Background: an optimization exercise with open tools, aiming at small area, a short achievable clock period and few clock cycles per item. Do not read the settings as production practice. No run shown here included a check of the RTL's function; only the layout flow was run. No activity file was given, so power comes from the tool's default toggle rates.

==> design/flow/config.mk <==
export PLATFORM = sky130hd
export DESIGN_NAME = fce
export DESIGN_NICKNAME = fce
export VERILOG_FILES = /design/flow/design.v
export SDC_FILE = /design/flow/constraint.sdc
export NUM_CORES = 4
export LEC_CHECK = 0
export CAP_MARGIN = 20
export CORE_MARGIN = 2
export CORE_UTILIZATION = 40
export SLEW_MARGIN = 20
==> design/flow/constraint.sdc <==
create_clock -name core_clock -period 7.0 [get_ports {clk}]
set_input_delay 1.4000 -clock core_clock [delete_from_list [all_inputs] [get_ports {clk}]]
set_output_delay 1.4000 -clock core_clock [all_outputs]
set_load 0.01 [all_outputs]
==> design/flow/design.v <==
module fce (
    input  wire        clk,
    input  wire        rst,         
    input  wire        bus_req,
    input  wire        bus_we,
    input  wire [3:0]  bus_addr,
    input  wire [31:0] bus_wdata,
    output reg  [31:0] bus_rdata,
    output wire        irq
);
    localparam A_ID     = 4'h0;
    localparam A_CMD    = 4'h1;
    localparam A_STATUS = 4'h2;
    localparam A_IRQEN  = 4'h3;
    localparam A_DIN    = 4'h4;
    localparam A_KIN    = 4'h5;
    localparam A_DOUT   = 4'h6;
    localparam A_KEY    = 4'h7;
    localparam A_RK03   = 4'h8;
    localparam A_RK47   = 4'h9;
    localparam [31:0] ID_VALUE = 32'h46434531;
    function [3:0] sbox;
        input [3:0] n;
        begin
            case (n)
                4'h0: sbox = 4'h0;
                4'h1: sbox = 4'h1;
                4'h2: sbox = 4'hB;
                4'h3: sbox = 4'hD;
                4'h4: sbox = 4'h9;
                4'h5: sbox = 4'hE;
                4'h6: sbox = 4'h6;
                4'h7: sbox = 4'h7;
                4'h8: sbox = 4'hC;
                4'h9: sbox = 4'h5;
                4'hA: sbox = 4'h8;
                4'hB: sbox = 4'h3;
                4'hC: sbox = 4'hF;
                4'hD: sbox = 4'h2;
                4'hE: sbox = 4'h4;
                default: sbox = 4'hA;
            endcase
        end
    endfunction
    function [7:0] rotl8;
        input [7:0] b;
        input integer n;
        begin
            rotl8 = (b << n) | (b >> (8 - n));
        end
    endfunction
    function [63:0] sched;
        input [15:0] k;
        reg   [7:0]  t [0:7];
        integer      j;
        begin
            t[0] = k[7:0];
            t[1] = k[15:8];
            for (j = 2; j < 8; j = j + 1)
                t[j] = rotl8(t[j-1], 3) ^ rotl8(t[j-2], 5);
            sched = {t[7], t[6], t[5], t[4], t[3], t[2], t[1], t[0]};
        end
    endfunction
    function [7:0] g8;
        input [7:0] y;
        begin
            g8 = rotl8({sbox(y[7:4]), sbox(y[3:0])}, 2);
        end
    endfunction
    function [7:0] pick;
        input       c2;
        input       c0;
        input [7:0] a;
        input [7:0] b;
        input [7:0] c;
        begin
            pick = c2 ? (c0 ? c : b) : a;
        end
    endfunction
    reg [31:0] last_cmd;      
    reg        busy;
    reg        done;
    reg        err_any;
    reg [1:0]  ec;            
    reg        key_valid;
    reg        overrun;
    reg        done_ie;
    reg [15:0] din;
    reg [15:0] kin;
    reg [15:0] dout;
    reg [15:0] key;
    reg        ph;
    reg [15:0] pkin;
    reg [7:0]  st_y;
    reg [7:0]  st_e1;
    reg [7:0]  st_e2;
    reg [7:0]  kp;
    reg [7:0]  kq;
    wire [3:0] errcode = {1'b0, ec[1] & ~ec[0], ec[1] & ec[0], ec[0]};
    wire       err     = ec[1] | ec[0];
    wire        wr     = bus_req && bus_we;
    wire        wr_cmd = wr && (bus_addr == A_CMD);
    wire        accept = wr_cmd && !busy;
    wire [31:0] c      = bus_wdata;
    wire        legal  = (c[31:3] == 29'd0) || (c[31:4] == 28'd0 && c[3:0] == 4'd6);
    wire        op_lk  = legal && c[3:0] == 4'd1;
    wire        op_del = legal && c[3:0] == 4'd2;
    wire        op_ed  = legal && (c[3:0] == 4'd3 || c[3:0] == 4'd4);
    wire        op_cmp = legal && c[3:0] == 4'd5;
    wire        op_sb  = legal && c[3:0] == 4'd6;
    wire        w2 = c[2];
    wire        w0 = c[0];
    wire        r2 = last_cmd[2];
    wire        r0 = last_cmd[0];
    wire        r_cmp = r2 & r0;
    wire        r_dec = r2 & ~r0;
    wire [63:0] kk = sched(key);        
    wire [15:0] kn = kin;
    wire [7:0]  kn2 = rotl8(kn[15:8], 3) ^ rotl8(kn[7:0], 5);
    wire [7:0]  k0w = pick(w2, w0, kk[7:0],   kk[63:56], kn[7:0]);
    wire [7:0]  k1w = pick(w2, w0, kk[15:8],  kk[55:48], kn[15:8]);
    wire [7:0]  k2w = pick(w2, w0, kk[23:16], kk[47:40], kn2);
    function [7:0] kstep;
        input       dec;
        input [7:0] a;       
        input [7:0] b;       
        begin
            kstep = dec ? (rotl8(b, 6) ^ rotl8(a, 3)) : (rotl8(b, 3) ^ rotl8(a, 5));
        end
    endfunction
    wire [7:0]  s1 = kp;
    wire [7:0]  s2 = kq;
    wire [7:0]  s3 = kstep(r_dec, s1, s2);
    wire [7:0]  s4r = kstep(r_dec, s2, s3);
    wire [7:0]  s5 = kstep(r_dec, s3, s4r);
    wire [7:0]  s6 = kstep(r_dec, s4r, s5);
    wire [7:0]  s4 = ph ? 8'd0 : s4r;
    wire [7:0]  y1b = g8(st_y) ^ st_e1;
    wire [7:0]  r1b = y1b ^ s1;
    wire [7:0]  y2b = g8(y1b) ^ st_e2;
    wire [7:0]  r2b = y2b ^ s2;
    wire [7:0]  y3b = g8(y2b) ^ (r1b ^ s3);
    wire [7:0]  r3b = y3b ^ s3;
    wire [7:0]  g3b = g8(y3b);
    wire [7:0]  y4b = g3b ^ (r2b ^ s4);
    wire [15:0] cipher = {y4b, r3b};
    always @(posedge clk) begin
        if (busy) begin
            st_y  <= y4b;
            st_e1 <= r3b ^ s5;
            st_e2 <= g3b ^ (r2b ^ s6);
        end else begin
            st_y  <= din[7:0]  ^ k0w;
            st_e1 <= din[15:8] ^ k1w;
            st_e2 <= din[7:0]  ^ k2w;
        end
        if (accept)
            pkin <= kin;
        kp <= busy ? s5 : k1w;
        kq <= busy ? s6 : k2w;
    end
    wire [31:0] wd = rst ? 32'd0 : bus_wdata;
    always @(posedge clk) begin
        if (rst || (wr && bus_addr == A_DIN))   din      <= wd[15:0];
        if (rst || (wr && bus_addr == A_KIN))   kin      <= wd[15:0];
        if (rst || (wr && bus_addr == A_IRQEN)) done_ie  <= wd[0];
        if (rst || accept)                      last_cmd <= wd;
    end
    always @(posedge clk) begin
        if (rst) begin
            busy      <= 1'b0;
            ph        <= 1'b0;
            done      <= 1'b0;
            err_any   <= 1'b0;
            ec        <= 2'd0;
            key_valid <= 1'b0;
            overrun   <= 1'b0;
            dout      <= 16'd0;
            key       <= 16'd0;
        end else begin
            if (wr && bus_addr == A_STATUS) begin
                if (bus_wdata[1]) done    <= 1'b0;
                if (bus_wdata[3]) err_any <= 1'b0;
                if (bus_wdata[9]) overrun <= 1'b0;
            end
            if (wr_cmd && busy)
                overrun <= 1'b1;
            if (accept) begin
                if (!legal) begin
                    done    <= 1'b1;
                    ec      <= 2'b10;
                    err_any <= 1'b1;
                end else if (op_ed && !key_valid) begin
                    done    <= 1'b1;
                    ec      <= 2'b01;
                    err_any <= 1'b1;
                end else if (op_sb && din[15:4] != 12'd0) begin
                    done    <= 1'b1;
                    ec      <= 2'b11;
                    err_any <= 1'b1;
                end else if (op_ed || op_cmp) begin
                    busy <= 1'b1;
                    ph   <= 1'b0;
                    done <= 1'b0;
                    ec   <= 2'b00;
                end else begin
                    done <= 1'b1;
                    ec   <= 2'b00;
                    if (op_sb)
                        dout <= {12'd0, sbox(din[3:0])};
                    if (op_lk) begin
                        key       <= kin;
                        key_valid <= 1'b1;
                    end
                    if (op_del) begin
                        key       <= 16'd0;
                        key_valid <= 1'b0;
                    end
                end
            end
            if (busy) begin
                ph <= 1'b1;
                if (ph) begin
                    busy <= 1'b0;
                    done <= 1'b1;
                    dout <= cipher;
                    if (r_cmp) begin
                        key       <= pkin;
                        key_valid <= 1'b1;
                    end
                end
            end
        end
    end
    always @(*) begin
        case (bus_addr)
            A_ID:     bus_rdata = ID_VALUE;
            A_CMD:    bus_rdata = last_cmd;
            A_STATUS: bus_rdata = {22'd0, overrun, key_valid, errcode,
                                   err_any, err, done, busy};
            A_IRQEN:  bus_rdata = {31'd0, done_ie};
            A_DIN:    bus_rdata = {16'd0, din};
            A_KIN:    bus_rdata = {16'd0, kin};
            A_DOUT:   bus_rdata = {16'd0, dout};
            A_KEY:    bus_rdata = {16'd0, key};
            A_RK03:   bus_rdata = kk[31:0];
            A_RK47:   bus_rdata = kk[63:32];
            default:  bus_rdata = 32'd0;
        endcase
    end
    assign irq = done_ie & done;
endmodule
==> design/flow/flow/run.sh <==
#!/bin/bash
# Standard ORFS layout (the standard.sh), with Yosys's adder extraction
# turned off: with ADDER_MAP_FILE empty the synthesis skips extract_fa, so
# the XORs of the cipher rounds are left to ABC instead of being mapped to
# half-adder cells. Registers and everything else are as standard.sh makes
# them. Each tool's own log is under orfs/logs/; make's output is in
# flow.log.
set -euo pipefail
export ADDER_MAP_FILE=
bash standard.sh > flow.log 2>&1
==> design/flow/standard.sh <==
#!/bin/bash
# synth_recipe.tcl (not shown) runs the flow's synth.tcl, then flattens the netlist and writes it again
# the make line also repeats each setting of config.mk as NAME=value (left out here)
make -C /OpenROAD-flow-scripts/flow DESIGN_CONFIG=/design/flow/config.mk WORK_HOME=/design/flow/orfs CLKGATE_MAP_FILE= SYNTH_SCRIPT=/design/flow/synth_recipe.tcl "${@:-finish}"
==> impl_metrics.env, run 1 <==
export IMPL_synth_edf_count=81
export IMPL_path_clk_slew_ns=0.08
export IMPL_ys_seq_area_share_pct=36.3
export IMPL_io_pins=73
export IMPL_slew_viol_final=0
export IMPL_p_sw_share_pct=48.9
export IMPL_slew_headroom_pct=25.9
export IMPL_ir_drop_v=0.000237
export IMPL_finalHoldViolations=0
export IMPL_clockBufferDepth=2
export IMPL_n_antenna_cell=0
export IMPL_place_hpwl_mm=30.0
export IMPL_drtIter0Drc=1297
export IMPL_synth_top_cell_by_area="edfxtp_1"
export IMPL_gp_congestion=0.964
export IMPL_clock_latency_ns=0.46
export IMPL_fin_area_um2=13000
export IMPL_vias_per_cell=5.96
export IMPL_timing_rr_start="last_cmd[2]$_DFFE_PP_"
export IMPL_tns_ns=0
export IMPL_fmax_mhz=182
export IMPL_globalRouteOverflowTotal=0
export IMPL_switching_power_mw=2.76
export IMPL_setup_viol=0
export IMPL_max_cap_violations=0
export IMPL_die_area_um2=29700
export IMPL_post_cts_buffers=0
export IMPL_layout_nets=1347
export IMPL_crit_start="bus_addr[3]"
export IMPL_place_port_buffers=72
export IMPL_synth_warnings=2
export IMPL_die_x_um=172
export IMPL_synth_async_sr_flop_share_pct=0
export IMPL_outcome="timing/DRC/antenna clean"
export IMPL_grt_pass1_vias=9213
export IMPL_worstPathArrival_ns=4.10
export IMPL_end_kind="primary output"
export IMPL_period_minus_slack_ns=5.50
export IMPL_syn_area_per_cell_um2=8.86
export IMPL_synth_common_cells="150 x xnor2_1, 128 x nor2_1, 114 x nand2_1"
export IMPL_pwr_share_seq_pct=21.0
export IMPL_grt_setup_unrepaired="no"
export IMPL_netlist_top_cells_area="edfxtp_1 21%, dfxtp_1 15%, xnor2_1 12%"
export IMPL_antenna_left=0
export IMPL_drtPass1Iterations=6
export IMPL_tightest_slew_ns=1.10
export IMPL_antenna_found_initial=0
export IMPL_grt_pass1_wl_mm=57.8
export IMPL_detail_route_wl_per_cell_um=23.1
export IMPL_fin_crit_sh_pct=78.6
export IMPL_cp_max_fo=14
export IMPL_internal_power_mw=2.89
export IMPL_num_vias=10100
export IMPL_startpoint_type="input port"
export IMPL_synthDistinctLibCells=82
export IMPL_syn_area_um2=11300
export IMPL_clock_root_buffer="clkbuf_16"
export IMPL_post_route_cells_drive_above_1_share_pct=8.03
export IMPL_cts_resized=0
export IMPL_min_path_type="reg2reg"
export IMPL_cts_sinks=165
export IMPL_finalClockSkew_ns=0.0171
export IMPL_syn_nets=1319
export IMPL_start_util_pct=40.7
export IMPL_hp_start="pkin[7]$_DFFE_PP_"
export IMPL_cts_buffers=17
export IMPL_synth_top_area_share_pct=21.5
export IMPL_drc=0
export IMPL_core_area_um2=27900
export IMPL_cts_tree="built"
export IMPL_synth_most_common_cell="xnor2_1"
export IMPL_syn_to_final_growth_pct=14.4
export IMPL_p_clk_share_pct=17.0
export IMPL_netlist_instances=1279
export IMPL_grt_start_max_net_pins=83
export IMPL_p_leak_nw=4.53
export IMPL_required_ns=5.60
export IMPL_dpl_instance_area_um2=12400
export IMPL_routed_wl_mm=39.2
export IMPL_die_h_um=172
export IMPL_htree_levels=4
export IMPL_p_per_area_nw_per_um2=436
export IMPL_ys_flop_type="dfxtp_1"
export IMPL_path_class="in2out"
export IMPL_ctsHoldBuffers=0
export IMPL_ys_ff_latch=165
export IMPL_rows=61
export IMPL_grt_use_total_pct=26.6
export IMPL_comb_power_share_pct=62.1
registers in the layout (all words and copies together), names as in the netlist, named ones only:
name	cells
busy	1
din	16
done	1
done_ie	1
dout	16
ec	2
err_any	1
g8$func$/design/flow/design.v:138$5481.$result	8
key	16
key_valid	1
kin	16
kp	8
kq	8
last_cmd	32
overrun	1
ph	1
pkin	16
st_e1	8
st_e2	8
worst max-delay path: stages:
cell	delay (ns)
clkdlybuf4s50_1	0.63
nand2b_1	0.36
nor3_1	0.10
buf_4	0.23
a22o_1	0.19
a221oi_1	0.48
o211ai_1	0.17
clkdlybuf4s50_1	0.53
power groups by stage:
stage          Combinational (mW)  Clock (mW)  Sequential, mW
2_1_floorplan                2.63           0            1.15
6_report                     3.51       0.958            1.18
3_3_place_gp                 3.40           0            1.20
4_1_cts                      3.46       0.966            1.18
3_5_place_dp                 3.44           0            1.20
5_1_grt                      3.75        1.00            1.19
path summary, 6_finish.rpt:
kind                                                          endpoint  slack, ns  cells past startpoint
max reg2reg  g8$func$/design/flow/design.v:138$5481.$result[4]$_DFF_P_       2.39                     13
max                                                       bus_rdata[8]       1.50                      8
min                                                  key[7]$_SDFF_PP0_       0.46                      2
min reg2reg                                          key[7]$_SDFF_PP0_       0.46                      2
metrics by stage:
stage	setup WS (ns)	total power [mW]	instances	util, %	hold WS (ns)
after detailed placement	1.56	4.64	1666	44.4	0.456
after CTS	1.55	5.60	1698	46.6	0.468
after floorplan	2.78	3.78	1279	-	0.436
after global routing	1.34	5.94	1698	46.6	0.484
after global placement	1.18	4.60	1666	44.4	0.451
final	1.50	5.65	1698	46.6	0.465
layout by cell type, fill, tap and decap left out, types with 8 or more instances in the layout:
| cell | netlist | layout |
|---|---|---|
| a211oi_1 | 17 | 17 |
| a21oi_1 | 84 | 84 |
| clkdlybuf4s50_1 | 0 | 69 |
| clkbuf_16 | 0 | 17 |
| o221ai_1 | 11 | 11 |
| and2_1 | 8 | 8 |
| a31oi_1 | 10 | 10 |
| nand2_1 | 114 | 114 |
| a221oi_1 | 12 | 12 |
| buf_4 | 0 | 20 |
| nor2_1 | 128 | 128 |
| o211ai_1 | 30 | 30 |
| xnor2_1 | 150 | 150 |
| o21ai_1 | 13 | 12 |
| nor3_1 | 17 | 16 |
| nor4_1 | 14 | 13 |
| dfxtp_1 | 84 | 83 |
| mux2_2 | 9 | 9 |
| edfxtp_1 | 81 | 81 |
| mux2i_1 | 44 | 44 |
| o21ai_0 | 60 | 60 |
| nand3_1 | 28 | 28 |
| a22oi_1 | 24 | 24 |
| xor2_1 | 84 | 84 |
| nand4_1 | 10 | 10 |
| nor2b_1 | 38 | 38 |
layout make-up:
| cell class | count | area (um2) |
|---|---|---|
| well taps | 378 | 473 |
| clock inverters | 15 | 178 |
| flip-flops and latches | 165 | 4120 |
| multi-input cells | 1024 | 6900 |
| fillers | 2704 | 14900 |
| inverters | 7 | 26.3 |
| clock buffers | 17 | 425 |
| repair buffers | 92 | 856 |
per-layer routing:
metal / part of all wire, % / wire, um / GRT usage, % / vias up
li1: - / - / - / 4674
met2: 45 / 17500 / 40.3 / 496
met3: 8.1 / 3170 / 3.59 / 71
met4: 3.4 / 1320 / 10.2 / 0
met5: 0 / 0 / 0 / -
met1: 44 / 17200 / 38.2 / 4879
cell families (layout without fill, tap and decap cells):
family | count (synthesis) | in the layout | share of synthesized area (%)
muxes | 54 | 54 | 4.90
AOI/OAI and AO/OA | 328 | 328 | 19.8
xor gates and xnor gates | 243 | 243 | 19.4
DFF | 165 | 165 | 36.3
and+or+nand+nor | 399 | 399 | 16.5
buffers and inverters | 90 | 131 | 3.07
==> run 2, diff against run 1 <==
--- a/design/flow/design.v
+++ b/design/flow/design.v
@@ -22,24 +22,14 @@
     function [3:0] sbox;
         input [3:0] n;
         begin
-            case (n)
-                4'h0: sbox = 4'h0;
-                4'h1: sbox = 4'h1;
-                4'h2: sbox = 4'hB;
-                4'h3: sbox = 4'hD;
-                4'h4: sbox = 4'h9;
-                4'h5: sbox = 4'hE;
-                4'h6: sbox = 4'h6;
-                4'h7: sbox = 4'h7;
-                4'h8: sbox = 4'hC;
-                4'h9: sbox = 4'h5;
-                4'hA: sbox = 4'h8;
-                4'hB: sbox = 4'h3;
-                4'hC: sbox = 4'hF;
-                4'hD: sbox = 4'h2;
-                4'hE: sbox = 4'h4;
-                default: sbox = 4'hA;
-            endcase
+            sbox[0] = n[0] ^ n[1] ^ (n[0] & n[1]) ^ n[2] ^ (n[0] & n[1] & n[2])
+                    ^ (n[1] & n[3]) ^ (n[0] & n[1] & n[3]) ^ (n[1] & n[2] & n[3]);
+            sbox[1] = n[1] ^ (n[0] & n[1]) ^ (n[0] & n[2]) ^ (n[1] & n[3])
+                    ^ (n[2] & n[3]) ^ (n[0] & n[2] & n[3]) ^ (n[1] & n[2] & n[3]);
+            sbox[2] = (n[0] & n[1]) ^ (n[0] & n[2]) ^ (n[1] & n[2]) ^ n[3]
+                    ^ (n[1] & n[3]) ^ (n[0] & n[1] & n[3]);
+            sbox[3] = n[1] ^ n[2] ^ n[3] ^ (n[0] & n[3]) ^ (n[1] & n[3])
+                    ^ (n[2] & n[3]) ^ (n[1] & n[2] & n[3]);
         end
     endfunction
     function [7:0] rotl8;
--- a/design/flow/config.mk
+++ b/design/flow/config.mk
@@ -7,5 +7,6 @@
 export LEC_CHECK = 0
 export CAP_MARGIN = 20
 export CORE_MARGIN = 2
-export CORE_UTILIZATION = 40
+export CORE_UTILIZATION = 60
+export SETUP_SLACK_MARGIN = 1.5
 export SLEW_MARGIN = 20
==> impl_metrics.env, run 2 <==
export IMPL_grt_pass1_wl_mm=58.4
export IMPL_cts_sinks=161
export IMPL_period_minus_slack_ns=5.33
export IMPL_synth_most_common_cell="xnor2_1"
export IMPL_setup_viol=0
export IMPL_busiest_layer="met2"
export IMPL_synth_common_cells="132 x xnor2_1, 128 x nand2_1, 105 x a21oi_1, 95 x nor2_1"
export IMPL_cts_buffers=17
export IMPL_synth_edf_count=81
export IMPL_path_clk_slew_ns=0.07
export IMPL_netlist_instances=1344
export IMPL_slew_headroom_pct=36.1
export IMPL_comb_power_share_pct=62.6
export IMPL_grt_use_total_pct=38.1
export IMPL_syn_area_um2=11600
export IMPL_synth_warnings=2
export IMPL_gr_usage_met3_pct=6.70
export IMPL_synth_top_cell_by_area="edfxtp_1"
export IMPL_cp_max_fo=14
export IMPL_io_pins=73
export IMPL_layout_commonest_cell="xnor2_1"
export IMPL_die_h_um=143
export IMPL_reg2reg_slack_ns=1.70
export IMPL_crit_chain="dlygate4sd2_1, nor2b_1, nand2b_2, o21ai_2, buf_4, a222oi_1, and3_1, o21ai_0, clkdlybuf4s50_1"
export IMPL_crit_family="buffers and inverters"
export IMPL_synth_top_area_share_pct=20.9
export IMPL_start_util_pct=61.6
export IMPL_gp_congestion=1.07
export IMPL_syn_nets=1384
export IMPL_grt_start_max_net_pins=55
export IMPL_end_kind="primary output"
export IMPL_grt_setup_unrepaired="no"
export IMPL_slew_viol_final=0
export IMPL_fin_crit_sh_pct=76.1
export IMPL_critPathBufInv=3
export IMPL_ff2ff_path_depth=13
export IMPL_detail_route_wl_per_cell_um=23.8
export IMPL_antenna_left=0
export IMPL_drc=0
export IMPL_ys_flop_type="edfxtp_1"
export IMPL_place_port_buffers=72
export IMPL_post_route_cells_drive_above_1_share_pct=8.12
export IMPL_p_per_area_nw_per_um2=436
export IMPL_r2r_end="st_y[2]$_DFF_P_"
export IMPL_fin_total_pwr_mw=5.70
export IMPL_rows=50
export IMPL_switching_power_mw=2.72
export IMPL_antenna_found_initial=0
export IMPL_routed_wl_mm=38.8
export IMPL_die_x_um=143
export IMPL_crit_start="bus_addr[2]"
export IMPL_largest_reg_flops=32
export IMPL_cts_tree="built"
export IMPL_ir_drop_v=0.000266
export IMPL_p_leak_nw=4.61
export IMPL_layout_nets=1394
export IMPL_timing_rr_start="st_y[0]$_DFF_P_"
export IMPL_die_area_um2=20500
export IMPL_p_sw_share_pct=47.7
export IMPL_drtIter0Drc=1346
export IMPL_final_cell_mix="132 x xnor2_1, 127 x nand2_1, 105 x a21oi_1, 92 x nor2_1, 81 x edfxtp_1"
export IMPL_outcome="timing/DRC/antenna clean"
export IMPL_startpoint_type="input port"
export IMPL_ys_ff_latch=161
export IMPL_num_vias=10700
export IMPL_crit_end="bus_rdata[6]"
export IMPL_cp_num_cells=9
export IMPL_place_hpwl_mm=29.1
export IMPL_tightest_slew_ns=0.958
export IMPL_core_area_um2=18900
export IMPL_p_clk_share_pct=17.1
export IMPL_globalRouteOverflowTotal=0
export IMPL_top_register="last_cmd"
export IMPL_vias_per_cell=6.58
export IMPL_ys_seq_area_share_pct=34.6
export IMPL_drtPass1Iterations=7
export IMPL_n_antenna_cell=0
export IMPL_syn_to_final_growth_pct=12.3
export IMPL_finalClockSkew_ns=0.00794
export IMPL_regArea_um2=4030
export IMPL_grtUsageMet2_pct=59.5
export IMPL_met1_usage_pct=49.1
export IMPL_synth_async_sr_flop_share_pct=0
export IMPL_slowest_stage="dlygate4sd2_1"
export IMPL_max_cap_violations=0
export IMPL_netlist_top_cells_area="edfxtp_1 21%, dfxtp_1 14%, xnor2_1 9.9%"
export IMPL_pwr_share_seq_pct=20.3
export IMPL_required_ns=5.60
export IMPL_grt_pass1_vias=9854
export IMPL_internal_power_mw=2.98
export IMPL_slowest_delay_ns=0.55
export IMPL_htree_levels=4
export IMPL_fmax_mhz=188
export IMPL_multi_input_area_um2=7220
export IMPL_clockBufferDepth=2
export IMPL_worstPathArrival_ns=3.93
export IMPL_tns_ns=0
export IMPL_synthDistinctLibCells=95
export IMPL_syn_area_per_cell_um2=8.67
export IMPL_n_fill_cell=1536
export IMPL_path_class="in2out"
export IMPL_clock_root_buffer="clkbuf_16"
export IMPL_clock_latency_ns=0.44
export IMPL_min_path_type="reg2reg"
export IMPL_finalHoldViolations=0
-- run 2: changes by cell type in the layout (fill, tap and decap cells not counted), sizes merged, moves of 10 or more --
cell	delta
nor2	-34
a21oi	+19
o21ai	+19
mux2i	-18
xnor2	-18
nand2	+16
nor3	+13
o21a	+10
-- run 2: worst min-delay path, delay by kind of cell, from the launching register on --
kind / cells / cell delay (ns)
AO/OA/AOI/OAI: 1 / 0.05
flip-flops: 1 / 0.32
AND/OR/NAND/NOR: 1 / 0.07
-- run 2: layer usage --
metal / vias to the layer above / wire (um)
met4: 0 / 2830
met2: 674 / 17100
met5: - / 0
li1: 4908 / -
met1: 4963 / 15200
met3: 159 / 3550
-- run 2: timing repair --
action                     in CTS  in global routing
setup endpoints to repair      26                 19
cloned                          0                  0
gates resized for setup        10                  6
setup buffers                   0                  6
hold buffers                    0                  0
pin swaps                       0                  2
-- run 2: area by class of cell --
| cell class | instances | area share, % |
|---|---|---|
| sequential | 161 | 30.9 |
| timing repair buffer | 92 | 6.57 |
| inverter | 7 | 0.201 |
| multi-input combinational | 1075 | 55.2 |
| tap | 260 | 2.49 |
| clock inverter | 15 | 1.40 |
| clock buffer | 17 | 3.25 |
-- run 2: metrics by stage --
stage	instance area, um2	instances	hold slack (ns)	utilization, %	setup WS (ns)
finish	13100	1627	0.477	69.2	1.67
global placement	12400	1589	0.454	65.6	1.07
detailed placement	12400	1589	0.469	65.6	1.01
CTS	13000	1621	0.481	68.9	1.49
floorplan	11600	1344	0.436	-	2.42
global route	13100	1627	0.490	69.2	1.52
-- run 2: logic make-up (layout without fill, tap and decap cells) --
family	Yosys count	after routing	share of synthesized area, %
multiplexers	38	38	3.38
AND/OR/NAND/NOR	424	424	18.2
buffers and inverters	108	131	3.79
flip-flops	161	161	34.6
XOR/XNOR	223	223	17.7
AO/OA/AOI/OAI	390	390	22.3
-- run 2: worst min path at each step --
stage	startpoint	to	slack (ns)	cells after the start
global route	pkin[14]$_DFFE_PP_	key[14]$_SDFF_PP0_	0.49	2
floorplan	err_any$_SDFF_PP0_	err_any$_SDFF_PP0_	0.44	2
detailed placement	pkin[14]$_DFFE_PP_	key[14]$_SDFF_PP0_	0.47	2
global placement	pkin[14]$_DFFE_PP_	key[14]$_SDFF_PP0_	0.45	2
CTS	pkin[14]$_DFFE_PP_	key[14]$_SDFF_PP0_	0.48	2
finish	pkin[14]$_DFFE_PP_	key[14]$_SDFF_PP0_	0.48	2
-- run 2: power groups by stage --
stage / Combinational [mW] / Clock (mW) / Sequential [mW]
2_1_floorplan: 2.73 / 0 / 1.11
3_3_place_gp: 3.39 / 0 / 1.17
3_5_place_dp: 3.46 / 0 / 1.17
4_1_cts: 3.48 / 0.974 / 1.15
5_1_grt: 3.81 / 1.01 / 1.16
6_report: 3.57 / 0.974 / 1.16

==> static timing again, ports no longer ideal <==
The results above use ideal ports. As a check the final layouts listed here were re-extracted and re-timed, cells and wires unchanged.
Step 1, drivers: a clkbuf_16 drives clk and a buf_2 each remaining input, both assumed.
Step 2, shift: input delay + t, output delay - t, t = (earliest + latest rising clock arrival at the registers) / 2. This alone moves slack from input paths to output paths.
Slacks: ideal / step 1 / step 2; pairs: ideal / step 1.
run | shift t [ns] | setup slack, ns | clock arrival spread, ns
run 1 | 0.499 | 1.498 / 1.472 / 1.472 | 0.020 / 0.020
run 2 | 0.479 | 1.675 / 1.648 / 1.648 | 0.009 / 0.009
After both steps every run listed still meets setup and hold. For run 2, which loses most, drivers alone change the setup slack by -0.027 ns; drivers and shift together by -0.027 ns.
